What follows belongs to an exercise in optimizing a design on an open flow for small area, a short achievable clock period and few clock cycles; a production flow would make more cautious choices.
The RTL was checked by simulation tests, not by an equivalence proof against the original design.
No activity file was given, so power comes from the tool's default toggle rates.

`flow/design.v`:
```
module kw26_core (
    input  wire        clk,
    input  wire        rst,           
    input  wire        cmd_valid,
    output wire        cmd_ready,
    input  wire [99:0] cmd,
    output reg         out_valid,
    output reg  [7:0]  out_data,
    output reg         resp_valid,
    output reg  [3:0]  resp_status
);
    localparam [3:0] OP_KEY_LOAD   = 4'h1,
                     OP_KS_STEP    = 4'h2,
                     OP_KS_ADVANCE = 4'h3,
                     OP_KS_PEEK    = 4'h4,
                     OP_MSG_START  = 4'h5,
                     OP_ENC        = 4'h6,
                     OP_DEC        = 4'h7;
    localparam [3:0] ST_OK        = 4'd0,
                     ST_INVKEY    = 4'd1,
                     ST_ENCODING  = 4'd3,
                     ST_ILLEGAL   = 4'd4,
                     ST_SEQUENCE  = 4'd5;
    localparam [4:0] CODE_LTRS = 5'd31,
                     CODE_FIGS = 5'd27;
    function [30:0] fstep_a(input [30:0] s);    
        fstep_a = {s[29:0], s[30] ^ s[2]};
    endfunction
    function [30:0] step_a(input [30:0] g);     
        step_a = {g[29:0], g[30]} ^ ({31{g[30]}} & 31'd268435456);
    endfunction
    function [30:0] step5_a(input [30:0] g);
        step5_a = step_a(step_a(step_a(step_a(step_a(g)))));
    endfunction
    function [30:0] load_a(input [30:0] s);     
        begin
            load_a[0] = s[0] ^ s[3];
            load_a[1] = s[1] ^ s[4];
            load_a[2] = s[2] ^ s[5];
            load_a[3] = s[3] ^ s[6];
            load_a[4] = s[4] ^ s[7];
            load_a[5] = s[5] ^ s[8];
            load_a[6] = s[6] ^ s[9];
            load_a[7] = s[7] ^ s[10];
            load_a[8] = s[8] ^ s[11];
            load_a[9] = s[9] ^ s[12];
            load_a[10] = s[10] ^ s[13];
            load_a[11] = s[11] ^ s[14];
            load_a[12] = s[12] ^ s[15];
            load_a[13] = s[13] ^ s[16];
            load_a[14] = s[14] ^ s[17];
            load_a[15] = s[15] ^ s[18];
            load_a[16] = s[16] ^ s[19];
            load_a[17] = s[17] ^ s[20];
            load_a[18] = s[18] ^ s[21];
            load_a[19] = s[19] ^ s[22];
            load_a[20] = s[20] ^ s[23];
            load_a[21] = s[21] ^ s[24];
            load_a[22] = s[22] ^ s[25];
            load_a[23] = s[23] ^ s[26];
            load_a[24] = s[24] ^ s[27];
            load_a[25] = s[25] ^ s[28];
            load_a[26] = s[26] ^ s[29];
            load_a[27] = s[27] ^ s[30];
            load_a[28] = s[28];
            load_a[29] = s[29];
            load_a[30] = s[30];
        end
    endfunction
    function [30:0] dec_a(input [30:0] g);      
        begin
            dec_a[0] = g[1];
            dec_a[1] = g[3];
            dec_a[2] = g[5];
            dec_a[3] = g[7];
            dec_a[4] = g[9];
            dec_a[5] = g[11];
            dec_a[6] = g[13];
            dec_a[7] = g[15];
            dec_a[8] = g[17];
            dec_a[9] = g[19];
            dec_a[10] = g[21];
            dec_a[11] = g[23];
            dec_a[12] = g[25];
            dec_a[13] = g[27];
            dec_a[14] = g[1] ^ g[29];
            dec_a[15] = g[0] ^ g[3];
            dec_a[16] = g[2] ^ g[5];
            dec_a[17] = g[4] ^ g[7];
            dec_a[18] = g[6] ^ g[9];
            dec_a[19] = g[8] ^ g[11];
            dec_a[20] = g[10] ^ g[13];
            dec_a[21] = g[12] ^ g[15];
            dec_a[22] = g[14] ^ g[17];
            dec_a[23] = g[16] ^ g[19];
            dec_a[24] = g[18] ^ g[21];
            dec_a[25] = g[20] ^ g[23];
            dec_a[26] = g[22] ^ g[25];
            dec_a[27] = g[24] ^ g[27];
            dec_a[28] = g[26] ^ g[29];
            dec_a[29] = g[28];
            dec_a[30] = g[30];
        end
    endfunction
    function [9:0] ytap_a(input [30:0] g);       
        begin
            ytap_a[0] = g[30];
            ytap_a[1] = g[29];
            ytap_a[2] = g[28];
            ytap_a[3] = g[27] ^ g[30];
            ytap_a[4] = g[26] ^ g[29];
            ytap_a[5] = g[25] ^ g[28];
            ytap_a[6] = g[24] ^ g[27] ^ g[30];
            ytap_a[7] = g[23] ^ g[26] ^ g[29];
            ytap_a[8] = g[22] ^ g[25] ^ g[28];
            ytap_a[9] = g[21] ^ g[24] ^ g[27] ^ g[30];
        end
    endfunction
    function [4:0] nxt5_a(input [30:0] g);       
        begin
            nxt5_a[4] = g[25] ^ g[28];
            nxt5_a[3] = g[24] ^ g[27] ^ g[30];
            nxt5_a[2] = g[23] ^ g[26] ^ g[29];
            nxt5_a[1] = g[22] ^ g[25] ^ g[28];
            nxt5_a[0] = g[21] ^ g[24] ^ g[27] ^ g[30];
        end
    endfunction
    function [4:0] out5_a(input [30:0] g);       
        begin
            out5_a[4] = g[30];
            out5_a[3] = g[29];
            out5_a[2] = g[28];
            out5_a[1] = g[27] ^ g[30];
            out5_a[0] = g[26] ^ g[29];
        end
    endfunction
    function [28:0] fstep_b(input [28:0] s);    
        fstep_b = {s[27:0], s[28] ^ s[1]};
    endfunction
    function [28:0] step_b(input [28:0] g);     
        step_b = {g[27:0], g[28]} ^ ({29{g[28]}} & 29'd134217728);
    endfunction
    function [28:0] step5_b(input [28:0] g);
        step5_b = step_b(step_b(step_b(step_b(step_b(g)))));
    endfunction
    function [28:0] load_b(input [28:0] s);     
        begin
            load_b[0] = s[0] ^ s[2];
            load_b[1] = s[1] ^ s[3];
            load_b[2] = s[2] ^ s[4];
            load_b[3] = s[3] ^ s[5];
            load_b[4] = s[4] ^ s[6];
            load_b[5] = s[5] ^ s[7];
            load_b[6] = s[6] ^ s[8];
            load_b[7] = s[7] ^ s[9];
            load_b[8] = s[8] ^ s[10];
            load_b[9] = s[9] ^ s[11];
            load_b[10] = s[10] ^ s[12];
            load_b[11] = s[11] ^ s[13];
            load_b[12] = s[12] ^ s[14];
            load_b[13] = s[13] ^ s[15];
            load_b[14] = s[14] ^ s[16];
            load_b[15] = s[15] ^ s[17];
            load_b[16] = s[16] ^ s[18];
            load_b[17] = s[17] ^ s[19];
            load_b[18] = s[18] ^ s[20];
            load_b[19] = s[19] ^ s[21];
            load_b[20] = s[20] ^ s[22];
            load_b[21] = s[21] ^ s[23];
            load_b[22] = s[22] ^ s[24];
            load_b[23] = s[23] ^ s[25];
            load_b[24] = s[24] ^ s[26];
            load_b[25] = s[25] ^ s[27];
            load_b[26] = s[26] ^ s[28];
            load_b[27] = s[27];
            load_b[28] = s[28];
        end
    endfunction
    function [28:0] dec_b(input [28:0] g);      
        begin
            dec_b[0] = g[1];
            dec_b[1] = g[3];
            dec_b[2] = g[5];
            dec_b[3] = g[7];
            dec_b[4] = g[9];
            dec_b[5] = g[11];
            dec_b[6] = g[13];
            dec_b[7] = g[15];
            dec_b[8] = g[17];
            dec_b[9] = g[19];
            dec_b[10] = g[21];
            dec_b[11] = g[23];
            dec_b[12] = g[25];
            dec_b[13] = g[0] ^ g[27];
            dec_b[14] = g[0] ^ g[2];
            dec_b[15] = g[2] ^ g[4];
            dec_b[16] = g[4] ^ g[6];
            dec_b[17] = g[6] ^ g[8];
            dec_b[18] = g[8] ^ g[10];
            dec_b[19] = g[10] ^ g[12];
            dec_b[20] = g[12] ^ g[14];
            dec_b[21] = g[14] ^ g[16];
            dec_b[22] = g[16] ^ g[18];
            dec_b[23] = g[18] ^ g[20];
            dec_b[24] = g[20] ^ g[22];
            dec_b[25] = g[22] ^ g[24];
            dec_b[26] = g[24] ^ g[26];
            dec_b[27] = g[26] ^ g[28];
            dec_b[28] = g[28];
        end
    endfunction
    function [9:0] ytap_b(input [28:0] g);       
        begin
            ytap_b[0] = g[28];
            ytap_b[1] = g[27];
            ytap_b[2] = g[26] ^ g[28];
            ytap_b[3] = g[25] ^ g[27];
            ytap_b[4] = g[24] ^ g[26] ^ g[28];
            ytap_b[5] = g[23] ^ g[25] ^ g[27];
            ytap_b[6] = g[22] ^ g[24] ^ g[26] ^ g[28];
            ytap_b[7] = g[21] ^ g[23] ^ g[25] ^ g[27];
            ytap_b[8] = g[20] ^ g[22] ^ g[24] ^ g[26] ^ g[28];
            ytap_b[9] = g[19] ^ g[21] ^ g[23] ^ g[25] ^ g[27];
        end
    endfunction
    function [4:0] nxt5_b(input [28:0] g);       
        begin
            nxt5_b[4] = g[23] ^ g[25] ^ g[27];
            nxt5_b[3] = g[22] ^ g[24] ^ g[26] ^ g[28];
            nxt5_b[2] = g[21] ^ g[23] ^ g[25] ^ g[27];
            nxt5_b[1] = g[20] ^ g[22] ^ g[24] ^ g[26] ^ g[28];
            nxt5_b[0] = g[19] ^ g[21] ^ g[23] ^ g[25] ^ g[27];
        end
    endfunction
    function [4:0] out5_b(input [28:0] g);       
        begin
            out5_b[4] = g[28];
            out5_b[3] = g[27];
            out5_b[2] = g[26] ^ g[28];
            out5_b[1] = g[25] ^ g[27];
            out5_b[0] = g[24] ^ g[26] ^ g[28];
        end
    endfunction
    function [22:0] fstep_c(input [22:0] s);    
        fstep_c = {s[21:0], s[22] ^ s[4]};
    endfunction
    function [22:0] step_c(input [22:0] g);     
        step_c = {g[21:0], g[22]} ^ ({23{g[22]}} & 23'd262144);
    endfunction
    function [22:0] step5_c(input [22:0] g);
        step5_c = step_c(step_c(step_c(step_c(step_c(g)))));
    endfunction
    function [22:0] load_c(input [22:0] s);     
        begin
            load_c[0] = s[0] ^ s[5];
            load_c[1] = s[1] ^ s[6];
            load_c[2] = s[2] ^ s[7];
            load_c[3] = s[3] ^ s[8];
            load_c[4] = s[4] ^ s[9];
            load_c[5] = s[5] ^ s[10];
            load_c[6] = s[6] ^ s[11];
            load_c[7] = s[7] ^ s[12];
            load_c[8] = s[8] ^ s[13];
            load_c[9] = s[9] ^ s[14];
            load_c[10] = s[10] ^ s[15];
            load_c[11] = s[11] ^ s[16];
            load_c[12] = s[12] ^ s[17];
            load_c[13] = s[13] ^ s[18];
            load_c[14] = s[14] ^ s[19];
            load_c[15] = s[15] ^ s[20];
            load_c[16] = s[16] ^ s[21];
            load_c[17] = s[17] ^ s[22];
            load_c[18] = s[18];
            load_c[19] = s[19];
            load_c[20] = s[20];
            load_c[21] = s[21];
            load_c[22] = s[22];
        end
    endfunction
    function [22:0] dec_c(input [22:0] g);      
        begin
            dec_c[0] = g[1];
            dec_c[1] = g[3];
            dec_c[2] = g[5];
            dec_c[3] = g[7];
            dec_c[4] = g[9];
            dec_c[5] = g[11];
            dec_c[6] = g[13];
            dec_c[7] = g[15];
            dec_c[8] = g[17];
            dec_c[9] = g[1] ^ g[19];
            dec_c[10] = g[3] ^ g[21];
            dec_c[11] = g[0] ^ g[5];
            dec_c[12] = g[2] ^ g[7];
            dec_c[13] = g[4] ^ g[9];
            dec_c[14] = g[6] ^ g[11];
            dec_c[15] = g[8] ^ g[13];
            dec_c[16] = g[10] ^ g[15];
            dec_c[17] = g[12] ^ g[17];
            dec_c[18] = g[14] ^ g[19];
            dec_c[19] = g[16] ^ g[21];
            dec_c[20] = g[18];
            dec_c[21] = g[20];
            dec_c[22] = g[22];
        end
    endfunction
    function [9:0] ytap_c(input [22:0] g);       
        begin
            ytap_c[0] = g[22];
            ytap_c[1] = g[21];
            ytap_c[2] = g[20];
            ytap_c[3] = g[19];
            ytap_c[4] = g[18];
            ytap_c[5] = g[17] ^ g[22];
            ytap_c[6] = g[16] ^ g[21];
            ytap_c[7] = g[15] ^ g[20];
            ytap_c[8] = g[14] ^ g[19];
            ytap_c[9] = g[13] ^ g[18];
        end
    endfunction
    function [4:0] nxt5_c(input [22:0] g);       
        begin
            nxt5_c[4] = g[17] ^ g[22];
            nxt5_c[3] = g[16] ^ g[21];
            nxt5_c[2] = g[15] ^ g[20];
            nxt5_c[1] = g[14] ^ g[19];
            nxt5_c[0] = g[13] ^ g[18];
        end
    endfunction
    function [4:0] out5_c(input [22:0] g);       
        begin
            out5_c[4] = g[22];
            out5_c[3] = g[21];
            out5_c[2] = g[20];
            out5_c[1] = g[19];
            out5_c[0] = g[18];
        end
    endfunction
    function combine(input a, input b, input c);
        reg [7:0] tt;
        begin
            tt = 8'h62;
            combine = tt[{a, b, c}];
        end
    endfunction
    function [7:0] tab_ltrs(input [4:0] c);
        case (c)
            5'd0:  tab_ltrs = 8'h00;  5'd1:  tab_ltrs = 8'h45;
            5'd2:  tab_ltrs = 8'h0A;  5'd3:  tab_ltrs = 8'h41;
            5'd4:  tab_ltrs = 8'h20;  5'd5:  tab_ltrs = 8'h53;
            5'd6:  tab_ltrs = 8'h49;  5'd7:  tab_ltrs = 8'h55;
            5'd8:  tab_ltrs = 8'h0D;  5'd9:  tab_ltrs = 8'h44;
            5'd10: tab_ltrs = 8'h52;  5'd11: tab_ltrs = 8'h4A;
            5'd12: tab_ltrs = 8'h4E;  5'd13: tab_ltrs = 8'h46;
            5'd14: tab_ltrs = 8'h43;  5'd15: tab_ltrs = 8'h4B;
            5'd16: tab_ltrs = 8'h54;  5'd17: tab_ltrs = 8'h5A;
            5'd18: tab_ltrs = 8'h4C;  5'd19: tab_ltrs = 8'h57;
            5'd20: tab_ltrs = 8'h48;  5'd21: tab_ltrs = 8'h59;
            5'd22: tab_ltrs = 8'h50;  5'd23: tab_ltrs = 8'h51;
            5'd24: tab_ltrs = 8'h4F;  5'd25: tab_ltrs = 8'h42;
            5'd26: tab_ltrs = 8'h47;  5'd28: tab_ltrs = 8'h4D;
            5'd29: tab_ltrs = 8'h58;  5'd30: tab_ltrs = 8'h56;
            default: tab_ltrs = 8'h00;
        endcase
    endfunction
    function [7:0] tab_figs(input [4:0] c);
        case (c)
            5'd0:  tab_figs = 8'h00;  5'd1:  tab_figs = 8'h33;
            5'd2:  tab_figs = 8'h0A;  5'd3:  tab_figs = 8'h2D;
            5'd4:  tab_figs = 8'h20;  5'd5:  tab_figs = 8'h27;
            5'd6:  tab_figs = 8'h38;  5'd7:  tab_figs = 8'h37;
            5'd8:  tab_figs = 8'h0D;  5'd9:  tab_figs = 8'h05;
            5'd10: tab_figs = 8'h34;  5'd11: tab_figs = 8'h07;
            5'd12: tab_figs = 8'h2C;  5'd13: tab_figs = 8'h21;
            5'd14: tab_figs = 8'h3A;  5'd15: tab_figs = 8'h28;
            5'd16: tab_figs = 8'h35;  5'd17: tab_figs = 8'h2B;
            5'd18: tab_figs = 8'h29;  5'd19: tab_figs = 8'h32;
            5'd20: tab_figs = 8'h23;  5'd21: tab_figs = 8'h36;
            5'd22: tab_figs = 8'h30;  5'd23: tab_figs = 8'h31;
            5'd24: tab_figs = 8'h39;  5'd25: tab_figs = 8'h3F;
            5'd26: tab_figs = 8'h26;  5'd28: tab_figs = 8'h2E;
            5'd29: tab_figs = 8'h2F;  5'd30: tab_figs = 8'h3D;
            default: tab_figs = 8'h00;
        endcase
    endfunction
    function [6:0] find_ch(input [7:0] ch);
        integer i;
        begin
            find_ch = 7'd0;
            for (i = 0; i < 32; i = i + 1)
                if (i != 27 && i != 31) begin
                    if (tab_ltrs(i[4:0]) == ch) find_ch = find_ch | {2'b10, i[4:0]};
                    if (tab_figs(i[4:0]) == ch) find_ch = find_ch | {2'b01, i[4:0]};
                end
        end
    endfunction
    wire [3:0]  op  = cmd[99:96];
    wire [95:0] arg = cmd[95:0];
    wire z_hi  = |arg[95:32];
    wire z_mid = |arg[31:8];
    wire z_lo3 = |arg[7:5];
    wire z_lo5 = |arg[4:0];
    wire o_key  = (op == OP_KEY_LOAD);
    wire o_step = (op == OP_KS_STEP);
    wire o_adv  = (op == OP_KS_ADVANCE);
    wire o_peek = (op == OP_KS_PEEK);
    wire o_msg  = (op == OP_MSG_START);
    wire o_enc  = (op == OP_ENC);
    wire o_dec  = (op == OP_DEC);
    wire [31:0] seed_a = arg[95:64];
    wire [31:0] seed_b = arg[63:32];
    wire [31:0] seed_c = arg[31:0];
    wire [6:0] enc = find_ch(arg[7:0]);
    reg        keyed;
    wire       keyed_eff;   
    wire       seq_err = o_key == keyed_eff;
    wire peek_zero = (arg[31:0] == 32'd0);
    wire peek_one  = (arg[31:0] == 32'd1);
    wire x_step = o_step && keyed_eff;
    wire x_adv  = o_adv && keyed_eff;
    wire x_peek = o_peek && keyed_eff && !peek_zero;
    wire x_enc  = o_enc && keyed_eff;
    wire x_dec  = o_dec && keyed_eff;
    reg [30:0] ra;          
    reg [28:0] rb;
    reg [22:0] rc;
    reg [30:0] cva;         
    reg [28:0] cvb;
    reg [22:0] cvc;
    reg [114:0] scr;
    wire [95:0] nreg = scr[95:0];
    wire [30:0] pa = scr[114:84];
    wire [28:0] pb = scr[83:55];
    wire [22:0] pc = scr[54:32];
    reg        shift;       
    reg        rdy;
    reg        m_resp;      
    reg        m_step, m_enc, m_grp2, m_dec, m_peek, m_adv;
    reg        p_first, peek_last;
    reg        c_bad, c_key, c_step, c_peek, c_msg, c_enc, c_dec;
    reg        e_seq, e_zhi, e_zmid, e_zlo3, e_zlo5, e_ka, e_kb, e_kc, e_kr;
    reg [4:0]  e_sym;       
    reg        e_inl, e_inf;
    reg [4:0]  acnt;        
    reg [1:0]  dg_a;        
    reg [2:0]  car_a;       
    reg [1:0]  dg_b;        
    reg [2:0]  car_b;       
    reg [1:0]  dg_c;        
    reg [3:0]  car_c;       
    wire ez_all  = e_zhi || e_zmid || e_zlo3 || e_zlo5;
    wire r_ill   = c_bad || ((c_step || c_msg) && ez_all) || (c_peek && e_zhi) ||
                   (c_enc && (e_zhi || e_zmid)) || (c_dec && (e_zhi || e_zmid || e_zlo3));
    wire r_keyok = e_ka && e_kb && e_kc && e_kr;
    wire [3:0] r_status = r_ill ? ST_ILLEGAL : e_seq ? ST_SEQUENCE :
                          (c_key && !r_keyok) ? ST_INVKEY :
                          (c_enc && !(e_inl || e_inf)) ? ST_ENCODING : ST_OK;
    wire r_ok    = (r_status == ST_OK);
    assign keyed_eff = keyed || (m_resp && c_key && r_ok);
    wire f_step  = ez_all;
    wire f_enc   = e_zhi || e_zmid || !(e_inl || e_inf);
    wire f_dec   = e_zhi || e_zmid || e_zlo3;
    wire f_peek  = p_first && e_zhi;
    wire z_peek = p_first ? combine(cva[30], cvb[28], cvc[22]) : combine(pa[30], pb[28], pc[22]);
    wire [82:0] pk_nx = p_first ? {fstep_a(cva), fstep_b(cvb), fstep_c(cvc)} : {fstep_a(pa), fstep_b(pb), fstep_c(pc)};
    wire [4:0] ya = out5_a(ra), yb = out5_b(rb), yc = out5_c(rc);
    wire [4:0] ks5_ra = {combine(ya[4], yb[4], yc[4]),
                      combine(ya[3], yb[3], yc[3]),
                      combine(ya[2], yb[2], yc[2]),
                      combine(ya[1], yb[1], yc[1]),
                      combine(ya[0], yb[0], yc[0])};
    wire [4:0] na = nxt5_a(ra), nb = nxt5_b(rb), nc = nxt5_c(rc);
    wire [4:0] ks5_n5 = {combine(na[4], nb[4], nc[4]),
                         combine(na[3], nb[3], nc[3]),
                         combine(na[2], nb[2], nc[2]),
                         combine(na[1], nb[1], nc[1]),
                         combine(na[0], nb[0], nc[0])};
    reg  [4:0] ks5;
    wire [4:0] dsym = e_sym ^ ks5;
    wire enc_one = shift ? e_inf : e_inl;     
    function [7:0] digit_a(input [95:0] v, input [1:0] mask);
        integer i;
        begin
            digit_a = 8'd0;
            for (i = 0; i < 2; i = i + 1)
                if (mask[i])
                    digit_a = digit_a + ((8'd0 + v[0 + i] + v[31 + i] + v[62 + i] + v[93 + i]) << i);
        end
    endfunction
    function [7:0] digit_b(input [95:0] v, input [1:0] mask);
        integer i;
        begin
            digit_b = 8'd0;
            for (i = 0; i < 2; i = i + 1)
                if (mask[i])
                    digit_b = digit_b + ((8'd0 + v[0 + i] + v[29 + i] + v[58 + i] + v[87 + i]) << i);
        end
    endfunction
    function [7:0] digit_c(input [95:0] v, input [1:0] mask);
        integer i;
        begin
            digit_c = 8'd0;
            for (i = 0; i < 2; i = i + 1)
                if (mask[i])
                    digit_c = digit_c + ((8'd0 + v[0 + i] + v[23 + i] + v[46 + i] + v[69 + i] + v[92 + i]) << i);
        end
    endfunction
    wire [95:0] nahead = nreg >> 2;
    wire [95:0] ntap = nreg;
    reg  [3:0] raw_a;     
    wire [7:0] raw_nx_a = digit_a(ntap, (acnt == 5'd15) ? 2'd1 : 2'd3);
    wire [7:0] sum_a = raw_a + car_a;
    wire [30:0] st_a_0 = ra;
    wire [30:0] st_a_1 = dec_a(dg_a[0] ? step_a(st_a_0) : st_a_0);
    wire [30:0] st_a_2 = dec_a(dg_a[1] ? step_a(st_a_1) : st_a_1);
    wire [3:0] kap_a = ({4'd0, dg_a} >> 1) + (car_a << 1);
    reg  [3:0] raw_b;     
    wire [7:0] raw_nx_b = digit_b(ntap, (acnt == 5'd14) ? 2'd1 : 2'd3);
    wire [7:0] sum_b = raw_b + car_b;
    wire [28:0] st_b_0 = rb;
    wire [28:0] st_b_1 = dec_b(dg_b[0] ? step_b(st_b_0) : st_b_0);
    wire [28:0] st_b_2 = dec_b(dg_b[1] ? step_b(st_b_1) : st_b_1);
    wire [3:0] kap_b = ({4'd0, dg_b} >> 1) + (car_b << 1);
    reg  [3:0] raw_c;     
    wire [7:0] raw_nx_c = digit_c(ntap, (acnt == 5'd11) ? 2'd1 : 2'd3);
    wire [7:0] sum_c = raw_c + car_c;
    wire [22:0] st_c_0 = rc;
    wire [22:0] st_c_1 = dec_c(dg_c[0] ? step_c(st_c_0) : st_c_0);
    wire [22:0] st_c_2 = dec_c(dg_c[1] ? step_c(st_c_1) : st_c_1);
    wire [3:0] kap_c = ({4'd0, dg_c} >> 1) + (car_c << 1);
    reg [1:0] nx_dg_a;
    reg [2:0] nx_car_a;
    reg [1:0] nx_dg_b;
    reg [2:0] nx_car_b;
    reg [1:0] nx_dg_c;
    reg [3:0] nx_car_c;
    always @(*) begin
        nx_dg_a  = dg_a;
        nx_car_a = car_a;
        if (acnt < 5'd17) begin
            nx_dg_a  = sum_a[1:0];
            nx_car_a = sum_a >> 2;
        end else if (acnt == 5'd17) begin
            nx_car_a = kap_a;
        end else if (car_a != 0) begin
            nx_car_a = car_a - 1'd1;
        end
        nx_dg_b  = dg_b;
        nx_car_b = car_b;
        if (acnt < 5'd16) begin
            nx_dg_b  = sum_b[1:0];
            nx_car_b = sum_b >> 2;
        end else if (acnt == 5'd16) begin
            nx_car_b = kap_b;
        end else if (car_b != 0) begin
            nx_car_b = car_b - 1'd1;
        end
        nx_dg_c  = dg_c;
        nx_car_c = car_c;
        if (acnt < 5'd13) begin
            nx_dg_c  = sum_c[1:0];
            nx_car_c = sum_c >> 2;
        end else if (acnt == 5'd13) begin
            nx_car_c = kap_c;
        end else if (car_c != 0) begin
            nx_car_c = car_c - 1'd1;
        end
    end
    wire [3:0] kapnx_a = ({4'd0, nx_dg_a} >> 1) + (nx_car_a << 1);
    wire [3:0] kapnx_b = ({4'd0, nx_dg_b} >> 1) + (nx_car_b << 1);
    wire [3:0] kapnx_c = ({4'd0, nx_dg_c} >> 1) + (nx_car_c << 1);
    wire [4:0] acnt_nx = acnt + 5'd1;
    wire adv_end_nx = (acnt_nx >= 5'd17) && ((acnt_nx > 5'd17) ? (nx_car_a <= 4'd1) : (acnt_nx == 5'd17) && (kapnx_a == 4'd0)) && ((acnt_nx > 5'd16) ? (nx_car_b <= 4'd1) : (acnt_nx == 5'd16) && (kapnx_b == 4'd0)) && ((acnt_nx > 5'd13) ? (nx_car_c <= 4'd1) : (acnt_nx == 5'd13) && (kapnx_c == 4'd0));
    wire [9:0] yt_a = ytap_a(ra);
    reg  [4:0] ya_a;
    always @(*) begin
        if (acnt == 5'd17)
            ya_a = {yt_a[dg_a[0:0] + 0], yt_a[dg_a[0:0] + 2], yt_a[dg_a[0:0] + 4], yt_a[dg_a[0:0] + 6], yt_a[dg_a[0:0] + 8]};
        else if (acnt > 5'd17 && car_a != 0)
            ya_a = {yt_a[1], yt_a[2], yt_a[3], yt_a[4], yt_a[5]};
        else
            ya_a = {yt_a[0], yt_a[1], yt_a[2], yt_a[3], yt_a[4]};
    end
    wire [9:0] yt_b = ytap_b(rb);
    reg  [4:0] ya_b;
    always @(*) begin
        if (acnt == 5'd16)
            ya_b = {yt_b[dg_b[0:0] + 0], yt_b[dg_b[0:0] + 2], yt_b[dg_b[0:0] + 4], yt_b[dg_b[0:0] + 6], yt_b[dg_b[0:0] + 8]};
        else if (acnt > 5'd16 && car_b != 0)
            ya_b = {yt_b[1], yt_b[2], yt_b[3], yt_b[4], yt_b[5]};
        else
            ya_b = {yt_b[0], yt_b[1], yt_b[2], yt_b[3], yt_b[4]};
    end
    wire [9:0] yt_c = ytap_c(rc);
    reg  [4:0] ya_c;
    always @(*) begin
        if (acnt == 5'd13)
            ya_c = {yt_c[dg_c[0:0] + 0], yt_c[dg_c[0:0] + 2], yt_c[dg_c[0:0] + 4], yt_c[dg_c[0:0] + 6], yt_c[dg_c[0:0] + 8]};
        else if (acnt > 5'd13 && car_c != 0)
            ya_c = {yt_c[1], yt_c[2], yt_c[3], yt_c[4], yt_c[5]};
        else
            ya_c = {yt_c[0], yt_c[1], yt_c[2], yt_c[3], yt_c[4]};
    end
    wire [4:0] ks5_adv = {combine(ya_a[4], ya_b[4], ya_c[4]), combine(ya_a[3], ya_b[3], ya_c[3]), combine(ya_a[2], ya_b[2], ya_c[2]), combine(ya_a[1], ya_b[1], ya_c[1]), combine(ya_a[0], ya_b[0], ya_c[0])};
    wire adv_end = (acnt >= 5'd17) && ((acnt > 5'd17) ? (car_a <= 4'd1) : (acnt == 5'd17) && (kap_a == 4'd0)) && ((acnt > 5'd16) ? (car_b <= 4'd1) : (acnt == 5'd16) && (kap_b == 4'd0)) && ((acnt > 5'd13) ? (car_c <= 4'd1) : (acnt == 5'd13) && (kap_c == 4'd0));
    reg shift_nx;
    always @(*) begin
        shift_nx = shift;
        if (!keyed)
            shift_nx = 1'b0;
        else if (m_resp && c_msg && r_ok)
            shift_nx = 1'b0;
        else if (m_enc && !f_enc && !enc_one)
            shift_nx = !shift;
        else if (m_dec && !f_dec && dsym == CODE_LTRS)
            shift_nx = 1'b0;
        else if (m_dec && !f_dec && dsym == CODE_FIGS)
            shift_nx = 1'b1;
    end
    assign cmd_ready = rdy;
    wire take = cmd_valid && rdy;
    reg rdy_nx;
    always @(*) begin
        if (rdy)
            rdy_nx = !(cmd_valid &&
                       (x_adv || (x_peek && !peek_one) ||
                        (x_enc && (shift_nx ? (enc[6] && !enc[5]) : (enc[5] && !enc[6])))));
        else if (m_peek)
            rdy_nx = f_peek || (nreg[31:0] == 32'd2);
        else if (m_adv)
            rdy_nx = adv_end_nx;
        else
            rdy_nx = 1'b1;
    end
    always @(posedge clk) begin
        scr[114:96] <= pk_nx[82:64];
        if (rdy)
            scr[95:0] <= arg;
        else if (m_peek) begin
            scr[31:0]  <= scr[31:0] - 32'd1;
            scr[95:32] <= pk_nx[63:0];
        end else
            scr[95:0] <= nahead;
        if (!keyed_eff) begin
            ra  <= load_a(seed_a[30:0]);
            rb  <= load_b(seed_b[28:0]);
            rc  <= load_c(seed_c[22:0]);
            cva <= seed_a[30:0];
            cvb <= seed_b[28:0];
            cvc <= seed_c[22:0];
        end
        if (!keyed_eff)
            ks5 <= {combine(seed_a[30], seed_b[28], seed_c[22]),
                    combine(seed_a[29], seed_b[27], seed_c[21]),
                    combine(seed_a[28], seed_b[26], seed_c[20]),
                    combine(seed_a[27], seed_b[25], seed_c[19]),
                    combine(seed_a[26], seed_b[24], seed_c[18])};
        else if (m_step && !f_step)
            ks5 <= {ks5[3:0], ks5_n5[4]};
        else if ((m_enc && !f_enc) || m_grp2 || (m_dec && !f_dec))
            ks5 <= ks5_n5;
        else if (m_adv)
            ks5 <= ks5_adv;
        c_bad     <= !(o_key || o_step || o_adv || o_peek || o_msg || o_enc || o_dec);
        c_key     <= o_key;
        c_step    <= o_step;
        c_peek    <= o_peek;
        c_msg     <= o_msg;
        c_enc     <= o_enc;
        c_dec     <= o_dec;
        e_seq     <= seq_err;
        e_zhi     <= z_hi;
        e_zmid    <= z_mid;
        e_zlo3    <= z_lo3;
        e_zlo5    <= z_lo5;
        e_ka      <= (seed_a != 32'd0);
        e_kb      <= (seed_b != 32'd0);
        e_kc      <= (seed_c != 32'd0);
        e_kr      <= !seed_a[31] && (seed_b[31:29] == 3'd0) && (seed_c[31:23] == 9'd0);
        e_inl     <= enc[6];
        e_inf     <= enc[5];
        p_first   <= take;
        peek_last <= take ? peek_one : (scr[31:0] == 32'd2);
        if (m_peek)
            out_data <= {7'd0, z_peek};
        else if (m_step)
            out_data <= {7'd0, ks5[4]};
        else if (m_dec)
            out_data <= shift ? tab_figs(dsym) : tab_ltrs(dsym);
        else if (m_enc && !enc_one)
            out_data <= {3'd0, (shift ? CODE_LTRS : CODE_FIGS) ^ ks5};
        else
            out_data <= {3'd0, e_sym ^ ks5};
        dg_a  <= nx_dg_a;
        car_a <= take ? 0 : nx_car_a;
        raw_a <= take ? 0 : raw_nx_a;
        dg_b  <= nx_dg_b;
        car_b <= take ? 0 : nx_car_b;
        raw_b <= take ? 0 : raw_nx_b;
        dg_c  <= nx_dg_c;
        car_c <= take ? 0 : nx_car_c;
        raw_c <= take ? 0 : raw_nx_c;
        acnt <= take ? 5'd0 : acnt + 5'd1;
        if (rst) begin
            rdy        <= 1'b1;
            keyed      <= 1'b0;
            shift      <= 1'b0;
            out_valid  <= 1'b0;
            resp_valid <= 1'b0;
            m_resp     <= 1'b0;
            m_step     <= 1'b0;
            m_enc      <= 1'b0;
            m_grp2     <= 1'b0;
            m_dec      <= 1'b0;
            m_peek     <= 1'b0;
            m_adv      <= 1'b0;
        end else begin
            out_valid   <= 1'b0;
            resp_valid  <= 1'b0;
            resp_status <= ST_OK;
            rdy         <= rdy_nx;
            shift       <= shift_nx;
            if (m_resp) begin
                resp_valid  <= 1'b1;
                resp_status <= r_status;
                m_resp      <= 1'b0;
                if (c_key && r_ok)
                    keyed <= 1'b1;
            end
            if (m_step) begin
                resp_valid <= 1'b1;
                m_step     <= 1'b0;
                if (f_step) begin
                    resp_status <= ST_ILLEGAL;
                end else begin
                    ra        <= step_a(ra);
                    rb        <= step_b(rb);
                    rc        <= step_c(rc);
                    out_valid <= 1'b1;
                end
            end
            if (((m_enc && !f_enc) || m_grp2 || (m_dec && !f_dec))) begin
                ra <= step5_a(ra);
                rb <= step5_b(rb);
                rc <= step5_c(rc);
            end
            if (m_enc) begin
                m_enc     <= 1'b0;
                if (f_enc) begin
                    resp_valid  <= 1'b1;
                    resp_status <= (e_zhi || e_zmid) ? ST_ILLEGAL : ST_ENCODING;
                end else if (enc_one) begin
                    out_valid  <= 1'b1;
                    resp_valid <= 1'b1;
                end else begin
                    out_valid <= 1'b1;
                    m_grp2    <= 1'b1;
                end
            end
            if (m_grp2) begin
                out_valid  <= 1'b1;
                resp_valid <= 1'b1;
                m_grp2     <= 1'b0;
            end
            if (m_dec) begin
                resp_valid <= 1'b1;
                m_dec      <= 1'b0;
                if (f_dec) begin
                    resp_status <= ST_ILLEGAL;
                end else if (dsym != CODE_LTRS && dsym != CODE_FIGS) begin
                    out_valid <= 1'b1;
                end
            end
            if (m_peek) begin
                if (f_peek) begin
                    resp_valid  <= 1'b1;
                    resp_status <= ST_ILLEGAL;
                    m_peek      <= 1'b0;
                end else begin
                    out_valid <= 1'b1;
                    if (peek_last) begin
                        resp_valid <= 1'b1;
                        m_peek     <= 1'b0;
                    end
                end
            end
            if (m_adv) begin
                if (acnt < 5'd2)
                    ra <= ra;
                else if (acnt < 5'd17)
                    ra <= st_a_2;
                else if (acnt == 5'd17)
                    ra <= st_a_1;
                else if (car_a != 0)
                    ra <= step_a(ra);
                if (acnt < 5'd2)
                    rb <= rb;
                else if (acnt < 5'd16)
                    rb <= st_b_2;
                else if (acnt == 5'd16)
                    rb <= st_b_1;
                else if (car_b != 0)
                    rb <= step_b(rb);
                if (acnt < 5'd2)
                    rc <= rc;
                else if (acnt < 5'd13)
                    rc <= st_c_2;
                else if (acnt == 5'd13)
                    rc <= st_c_1;
                else if (car_c != 0)
                    rc <= step_c(rc);
                if (adv_end) begin
                    resp_valid <= 1'b1;
                    m_adv      <= 1'b0;
                end
            end
            if (take) begin
                e_sym  <= o_enc ? enc[4:0] : arg[4:0];
                m_resp <= !(x_step || x_enc || x_dec || x_peek || x_adv);
                m_step <= x_step;
                m_enc  <= x_enc;
                m_dec  <= x_dec;
                m_peek <= x_peek;
                m_adv  <= x_adv;
            end
        end
    end
endmodule
```
`flow/run.sh`:
```
#!/bin/bash
# synth_recipe.tcl (not shown) runs the flow's synth.tcl, then flattens the netlist and writes it again
# the make line also repeats each setting of config.mk as NAME=value (left out here)
make -C /OpenROAD-flow-scripts/flow DESIGN_CONFIG=/design/flow/config.mk WORK_HOME=/design/flow/orfs CLKGATE_MAP_FILE= SYNTH_SCRIPT=/design/flow/synth_recipe.tcl finish
```
`flow/constraint.sdc`:
```
create_clock -name core_clock -period 8.0 [get_ports {clk}]
set_input_delay 1.6000 -clock core_clock [delete_from_list [all_inputs] [get_ports {clk}]]
set_output_delay 1.6000 -clock core_clock [all_outputs]
set_load 0.01 [all_outputs]
```
`flow/config.mk`:
```
export PLATFORM = sky130hd
export DESIGN_NAME = kw26_core
export DESIGN_NICKNAME = kw26_core
export VERILOG_FILES = /design/flow/design.v
export SDC_FILE = /design/flow/constraint.sdc
export NUM_CORES = 4
export LEC_CHECK = 0
export CAP_MARGIN = 20
export CORE_MARGIN = 2
export CORE_UTILIZATION = 50
export PLACE_DENSITY = 0.7
export SETUP_SLACK_MARGIN = 5
export SLEW_MARGIN = 20
```
==> run notes <==
==> registers in the layout (all words and copies together) (netlist names), 3 cells and up <==
register     count
scr            115
cva             31
ra              31
cvb             29
rb              29
cvc             23
rc              23
out_data         7
acnt             5
e_sym            5
ks5              5
car_c            4
raw_a            4
raw_b            4
raw_c            4
car_a            3
car_b            3
resp_status      3
==> routing by layer <==
| layer | global-route usage | vias up | routed length, microns |
|---|---|---|---|
| met2 | 0.551 | 2305 | 47200 |
| met3 | 0.0953 | 468 | 15700 |
| met4 | 0.184 | 6 | 6420 |
| met1 | 0.501 | 13400 | 42100 |
| met5 | 0.00926 | - | 97 |
| li1 | - | 12300 | - |
==> worst min path at each step <==
stage / to / slack, ns / depth (start not counted)
6_report: scr[101]$_DFF_P_ / 0.45 / 1
3_5_place_dp: scr[104]$_DFF_P_ / 0.44 / 1
2_1_floorplan: scr[114]$_DFF_P_ / 0.43 / 1
4_1_cts: scr[101]$_DFF_P_ / 0.45 / 1
3_3_place_gp: scr[99]$_DFF_P_ / 0.44 / 1
5_1_grt: scr[101]$_DFF_P_ / 0.46 / 1
==> worst max-delay path: stages <==
cell and delay [ns]:
sky130_fd_sc_hd__clkdlybuf4s50_1 0.75, sky130_fd_sc_hd__nor4_1 0.38, sky130_fd_sc_hd__nand4_1 0.12, sky130_fd_sc_hd__or2_2 0.37, sky130_fd_sc_hd__or2_2 0.30
==> cells in the final DEF, fill, tap and decap left out, types with 12 or more instances in the layout <==
cell type	instances
sky130_fd_sc_hd__buf_12	16
sky130_fd_sc_hd__and2_1	12
sky130_fd_sc_hd__and3_1	32
sky130_fd_sc_hd__o22ai_1	26
sky130_fd_sc_hd__a31oi_1	37
sky130_fd_sc_hd__o211ai_1	40
sky130_fd_sc_hd__nor4_1	24
sky130_fd_sc_hd__nand3_1	84
sky130_fd_sc_hd__nand2b_1	23
sky130_fd_sc_hd__a21oi_1	228
sky130_fd_sc_hd__dlymetal6s2s_1	20
sky130_fd_sc_hd__mux4_2	20
sky130_fd_sc_hd__mux2i_1	189
sky130_fd_sc_hd__clkbuf_16	46
sky130_fd_sc_hd__o21ai_1	13
sky130_fd_sc_hd__xnor2_1	187
sky130_fd_sc_hd__dfxtp_1	171
sky130_fd_sc_hd__nor2_1	270
sky130_fd_sc_hd__nor3_1	60
sky130_fd_sc_hd__dlygate4sd2_1	26
sky130_fd_sc_hd__a211oi_1	46
sky130_fd_sc_hd__ha_1	57
sky130_fd_sc_hd__fa_1	14
sky130_fd_sc_hd__a21o_1	18
sky130_fd_sc_hd__a32oi_1	15
sky130_fd_sc_hd__or3_1	13
sky130_fd_sc_hd__o21ai_0	352
sky130_fd_sc_hd__xor2_1	72
sky130_fd_sc_hd__nand2_1	408
sky130_fd_sc_hd__a221oi_1	43
sky130_fd_sc_hd__nand4_1	15
sky130_fd_sc_hd__mux2_2	43
sky130_fd_sc_hd__o31ai_1	14
sky130_fd_sc_hd__o221ai_1	30
sky130_fd_sc_hd__buf_4	67
sky130_fd_sc_hd__edfxtp_1	182
sky130_fd_sc_hd__inv_1	50
sky130_fd_sc_hd__clkdlybuf4s50_1	58
sky130_fd_sc_hd__nor2b_1	16
sky130_fd_sc_hd__a22oi_1	15
==> cell families after synthesis <==
family,count (synthesis),synth area share
and+or+nand+nor,1051,0.172
buffers and inverters,382,0.0557
DFF,366,0.326
xor gates and xnor gates,275,0.0860
muxes,265,0.106
other,1,0.000134
adders and majority gates,72,0.0358
AOI/OAI and AO/OA,988,0.218
==> cells in the mapped netlist (all sizes together), types with 26 or more instances <==
cell type,number
nand2,413
o21ai,365
nor2,282
a21oi,231
mux2i,201
clkbuf,198
xnor2,196
dfxtp,184
edfxtp,182
buf,122
nand3,85
xor2,79
nor3,67
ha,58
inv,58
a211oi,47
a221oi,44
mux2,44
o211ai,40
a31oi,38
and3,32
o221ai,30
nor4,29
o22ai,26
==> power breakdown <==
part           switching, W  total [W]  internal (W)
sequential         0.000240    0.00237       0.00213
combinational       0.00148    0.00250       0.00102
clock              0.000885    0.00213       0.00124
total               0.00261    0.00700       0.00440
==> per-stage QoR <==
step / setup WS [ns] / util
after floorplan: 4.46 / -
after global placement: 3.69 / 0.531
after detailed placement: 3.69 / 0.531
after CTS: 4.87 / 0.576
after global routing: 4.88 / 0.586
final: 4.95 / 0.586
==> repair_timing <==
action                     4_1_cts  5_1_grt
setup buffers                   30       19
hold buffers                     0        0
resized for setup              178       89
pin swaps                        9       10
gates cloned                    17        3
setup endpoints to repair      250      145
==> layout make-up <==
cell class,count,area share
repair buffers,216,0.0738
clock inverters,18,0.00792
repair inverters,2,0.000309
flip-flops and latches,366,0.283
inverters,62,0.00869
well taps,748,0.0289
clock buffers,62,0.0389
diodes,3,0.000232
multi-input cells,2662,0.558
==> run notes <==
The number of clock buffers added by TritonCTS is 44. The worst setup path is launched from an input pin. The area of the die came out at 0.0581 sq mm. The later pin in the worst-skew pair is clocked with a latency of 0.61 ns.

The chip height is 241 microns. The final worst-path cycle share is 0.381. The worst slew slack as a fraction of its limit is 0.197. After detailed routing, the average wire length per cell comes to 26.9 microns.

The final hold violation count came to 0. The maximum number of pins on one net before global-route repair is 102. The number of slew-limit violations in the final report came out at 0.

The launch point of the worst hold path is scr[100]$_DFF_P_. The total of endpoints with negative setup slack in the final report is 0. The max-cap check violation count is 0. In this run the standard cell core region covers 0.0553 sq mm. In this run the critical register-to-register path is captured at rb[0]$_DFFE_PP_.

The overall power is between 0.007 and 0.008 W. The main flop type after synthesis is sky130_fd_sc_hd__dfxtp_1. The routed layout has between 20000 and 30000 vias. The area share of the largest cell type after synthesis came out at 0.195. The worst register-to-register path begins at e_inl$_DFF_P_. The final total negative setup slack is 0 ns. Before antenna repair, the detailed router went through 10 iterations. The count of filler cells inserted in the layout came out at 4881. The slack of the worst reg-to-reg path is 5.05 ns. The antenna violation net count after detailed routing came out at 0. The first-pass GRT wire length came out at around 160000 microns. For this block, the initial DRC count from the detailed router was 4911.

The post-layout instance count excluding filler cells is 4139. The minimum hold slack came out at 0.449 ns. Summed over all cells, the static leakage comes to 12.4 nW. The number of enable flip-flop cells after synthesis came out at 182. The count of unique library cells instantiated by Yosys came out at 96.

The initial antenna violation count is 3. The share of the Yosys chip area taken by registers is 0.326. The synthesized instance count is 3400.

The smallest clock period supported by the final layout is computed as 3.05 ns. Global routing finished with a remaining overflow of 0. The HPWL after detailed placement is 70600 microns. The share of layout cells above drive strength 1 came out at 0.115.

The data required time at the worst endpoint is roughly 8.5 ns. After synthesis, the share of flip-flops with an asynchronous set or reset is 0. The die outline width came out at 241 microns. After detailed routing, the number of vias per cell comes to 6.87. The cell area power density came out at about 220 mW/mm^2. The H-tree was split into 2 levels.

Across every metal layer, demand over resource in global routing totals 0.372. The via count of the first global-routing pass is roughly 26000. The area used by multi-input combinational logic is 0.0181 sq mm. Tracing the worst setup path back leads to its startpoint at cmd[67]. The logic depth of the worst register-to-register path came out at 9. The path type of the worst min-delay path is flip-flop to flip-flop.

The register area is about 0.0092 sq mm. The clock sink total came out at approximately 370. The layout-stage area growth over the synthesis result is 15.3%. The worst endpoint data arrival time came out at 3.53 ns. By area the synthesized netlist is led by sky130_fd_sc_hd__edfxtp_1, sky130_fd_sc_hd__dfxtp_1, sky130_fd_sc_hd__mux2i_1. The maximum fanout along the worst path is 5.

The critical path ends at e_zhi$_DFF_P_. The total instance count after detailed placement is 3987. The measured slew at the worst slew-check pin came out at around 1.2 ns. After synthesis, the mean cell area works out to 8.26 sq um.

During placement, the flow inserted port buffers numbering 115. The wire length reported by the detailed router is between 100000 and 150000 microns. Once layout is done, the placed cells without fillers occupy roughly 0.032 sq mm. The remaining design rule violation count came out at 0.

The kind of end point of the critical path is a flip-flop. Summed over all instances, the cell type with the most area after synthesis is sky130_fd_sc_hd__edfxtp_1. The cell area reported after detailed placement came out at 0.0294 sq mm. The number of warnings printed during yosys synthesis came out at 1. The critical path is of the input pin to flip-flop type. No sink is reached through more buffers than the 3 on the longest clock path. After floorplanning, the core was divided into 86 placement rows. The tree is rooted in a sky130_fd_sc_hd__clkbuf_16. Synthesis inferred roughly 370 register bits. Static timing analysis puts the maximum clock frequency at 328 MHz. The largest vdd supply drop came out at 0.000172 V. TritonCTS built the clock tree. The run finished with no timing, DRC or antenna violations. After the last flow step, the layout net total stands at 3529. The routability-driven placement congestion ratio came out at between 0.9 and 1. Across the routed clock network, the largest skew measured is 0.0289 ns. Setup repair after global routing could not meet its margin everywhere. The starting density of the core is 0.508.

The combined area of all synthesized cells came out at approximately 0.028 sq mm. The clock-pin slew of the registers on the worst-case setup and hold paths came out at 0.06 ns. The I/O pin total came out at 118.
Testbench counts, summed over its fixed seeds: cycles 1,203.

-- re-timing with driven ports --
The results above use ideal ports. As a check the final layout listed here was re-extracted and re-timed, cells and wires unchanged. Step 1 (the two cells are an assumption about what drives the block):
set clk [get_ports {clk}]
set_driving_cell -lib_cell sky130_fd_sc_hd__clkbuf_16 $clk
set_driving_cell -lib_cell sky130_fd_sc_hd__buf_2 [delete_from_list [all_inputs] $clk]
Step 2, shift: input delay + t, output delay - t, t = (earliest + latest rising clock arrival at the registers) / 2. This alone moves slack from input paths to output paths. Three values: no drivers, after step 1, after step 2; two values: the first two.
t (ns): 0.659
setup slack, ns: 4.952 / 4.989 / 4.329
hold WS [ns]: 0.449 / 0.449 / 0.449
worst setup path after step 2: input to register
worst slew at a driven data input, ns: 0.08
After both steps this run still meets setup and hold. The setup slack of this run moves by +0.037 ns with the drivers and by -0.623 ns with both steps.
